Background: an optimization exercise with open tools, aiming at small area, a short achievable clock period and few clock cycles. Do not read the settings as production practice. Only simulation tests tie the RTL to the original design; equivalence was not proved. No activity file was given, so power comes from the tool's default toggle rates.

alpha:
// rps_serial_core
module rps_serial_core (
    input  wire       clk,
    input  wire       rst,         
    input  wire       drv_ready,   
    input  wire [7:0] in_port,     
    input  wire [9:0] dist_mm,     
    input  wire       tick,        
    input  wire       rx_valid,
    input  wire [7:0] rx_data,
    output wire       rx_ready,
    output wire       tx_valid,
    output wire [7:0] tx_data,
    input  wire       tx_ready,
    output wire [7:0] out_port     
);
For scale: about 4900 cells after synthesis, ~2300 flip-flops, ~50 I/O pins, ~59000 µm² of cells after synthesis.
export LEC_CHECK = 0
export ABC_AREA = 1
export CAP_MARGIN = 20
export CORE_MARGIN = 2
export CORE_UTILIZATION = 74
export PLACE_DENSITY = 0.82
export SLEW_MARGIN = 20
create_clock -name core_clock -period 110.0 [get_ports {clk}]
standard.sh (not shown) runs the stock make flow with config.mk's settings and CLKGATE_MAP_FILE= SYNTH_SCRIPT=/design/flow/synth_recipe.tcl, a recipe that flattens the netlist after the stock synthesis.
==> flow/flow/run.sh <==
#!/bin/bash
# Standard layout, with faster cells for the port buffers, and a clock tree
# of strong buffers above smaller leaf buffers.
set -euo pipefail
cd "$(dirname "$0")/.."
export BUFFER_PORTS_ARGS="-buffer_cell sky130_fd_sc_hd__buf_4"
export CTS_ARGS="-sink_clustering_enable -repair_clock_nets -sink_clustering_size 16 -sink_clustering_max_diameter 46 -root_buf sky130_fd_sc_hd__clkbuf_16 -buf_list sky130_fd_sc_hd__clkbuf_16 -sink_clustering_buffer sky130_fd_sc_hd__clkbuf_8"
bash standard.sh finish > standard.log 2>&1
Testbench counts of alpha, summed over its fixed seeds: cycles 22,748.
[inputs] beta vs alpha
- a change of PLACE_DENSITY from 0.82 to 0.84
- an added CTS_CLUSTER_DIAMETER of 40
- a change of CORE_UTILIZATION from 74 to 76
- an added CTS_BUF_LIST of sky130_fd_sc_hd__clkbuf_8
- an added CTS_CLUSTER_SIZE of 16
==> flow/flow/run.sh <==
#!/bin/bash
# Standard layout, with faster cells for the port buffers.
set -euo pipefail
cd "$(dirname "$0")/.."
export BUFFER_PORTS_ARGS="-buffer_cell sky130_fd_sc_hd__buf_4"
bash standard.sh finish > standard.log 2>&1
==> results.txt <==
Compared with alpha, beta shows a higher overall power of the completed layout.
Taking alpha as the reference, in beta combinational power grew by about 5%, cell area grew by about 0.46%.
From beta to alpha, number of hold buffers added after cts did not move at all.
The final wirelength of beta exceeds that of alpha by about 5%.
Summary: with alpha as the reference, clock power in beta moved up by a few percent.
beta against alpha: worst path setup slack after routing lower, clock insertion delay at the later pin of the skew report higher.

========
rps_serial_core again, from the RTL that the note above started with.
==> flow/config.mk <==
export PLATFORM = sky130hd
export DESIGN_NAME = rps_serial_core
export DESIGN_NICKNAME = rps_serial_core
export VERILOG_FILES = /design/flow/design.v
export SDC_FILE = /design/flow/constraint.sdc
export NUM_CORES = 4
export LEC_CHECK = 0
export ABC_AREA = 1
export CAP_MARGIN = 20
export CORE_MARGIN = 2
export CORE_UTILIZATION = 65
export CTS_BUF_LIST = sky130_fd_sc_hd__clkbuf_8
export CTS_CLUSTER_DIAMETER = 45
export CTS_CLUSTER_SIZE = 20
export GPL_TIMING_DRIVEN = 0
export PLACE_DENSITY = 0.75
export SLEW_MARGIN = 20
==> flow/constraint.sdc <==
create_clock -name core_clock -period 110.0 [get_ports {clk}]
set_input_delay 22.0000 -clock core_clock [delete_from_list [all_inputs] [get_ports {clk}]]
set_output_delay 22.0000 -clock core_clock [all_outputs]
set_load 0.01 [all_outputs]
==> flow/flow/run.sh <==
#!/bin/bash
# Standard layout, with faster cells for the port buffers.
set -euo pipefail
cd "$(dirname "$0")/.."
export BUFFER_PORTS_ARGS="-buffer_cell sky130_fd_sc_hd__buf_4"
bash standard.sh finish > standard.log 2>&1
The starting point completed without violations.
Testbench counts at the start, summed over its fixed seeds: cycles 22,748.
Then changed:
==> flow/flow/run.sh (replaced) <==
#!/bin/bash
# Standard layout, with faster cells for the port buffers, and a clock tree
# of strong buffers above smaller leaf buffers.
set -euo pipefail
cd "$(dirname "$0")/.."
export BUFFER_PORTS_ARGS="-buffer_cell sky130_fd_sc_hd__buf_4"
export CTS_ARGS="-sink_clustering_enable -repair_clock_nets -sink_clustering_size 16 -sink_clustering_max_diameter 40 -root_buf sky130_fd_sc_hd__clkbuf_16 -buf_list sky130_fd_sc_hd__clkbuf_16 -sink_clustering_buffer sky130_fd_sc_hd__clkbuf_8"
bash standard.sh finish > standard.log 2>&1
==> flow/config.mk (replaced) <==
export PLATFORM = sky130hd
export DESIGN_NAME = rps_serial_core
export DESIGN_NICKNAME = rps_serial_core
export VERILOG_FILES = /design/flow/design.v
export SDC_FILE = /design/flow/constraint.sdc
export NUM_CORES = 4
export LEC_CHECK = 0
export ABC_AREA = 1
export CAP_MARGIN = 20
export CORE_MARGIN = 2
export CORE_UTILIZATION = 72
export PLACE_DENSITY = 0.8
export SLEW_MARGIN = 20
Result:
- The new run completed without violations
- die area went down by 9.6%
- hold slack improved by 0.011 ns
- final cell count goes down by 2.9%
- non-clock buffer count drops by 92
- fmax is higher by 0.90%
- core utilization rose by 7.1 points
- design area went down by 0.32%
- register-to-register slack got worse by 0.28 ns
- global-route usage rises by 3.8 points
- critical path depth goes down by 1

[port drivers added, routing unchanged]
The results above use ideal ports. As a check the final layouts listed here were re-extracted and re-timed, cells and wires unchanged.
Step 1: set_driving_cell puts a clkbuf_16 on clk and a buf_2 on each other input, an assumption about the parent block.
Step 2 adds t to the input delays and takes it off the output delays; t is the mean of the earliest and latest rising clock arrival at the registers after step 1. Input paths then give back, and output paths get back, about the clock's delay inside the block.
a / b / c = no drivers / after step 1 / after step 2; a / b = the first two.
run	t (ns)	setup slack, ns	clock arrival spread, ns	worst data-port slew with drivers (ns)
alpha	0.801	86.719 / 86.648 / 86.520	0.042 / 0.042	0.06
beta	0.949	86.578 / 86.509 / 86.357	0.055 / 0.056	0.06
the first run of note 2	0.919	86.527 / 86.463 / 85.742	0.077 / 0.077	0.04
the second run of note 2	0.796	86.737 / 86.668 / 86.484	0.049 / 0.049	0.11
After both steps every run listed still meets setup and hold. For the first run of note 2, which loses most, drivers alone change the setup slack by -0.064 ns; drivers and shift together by -0.785 ns.
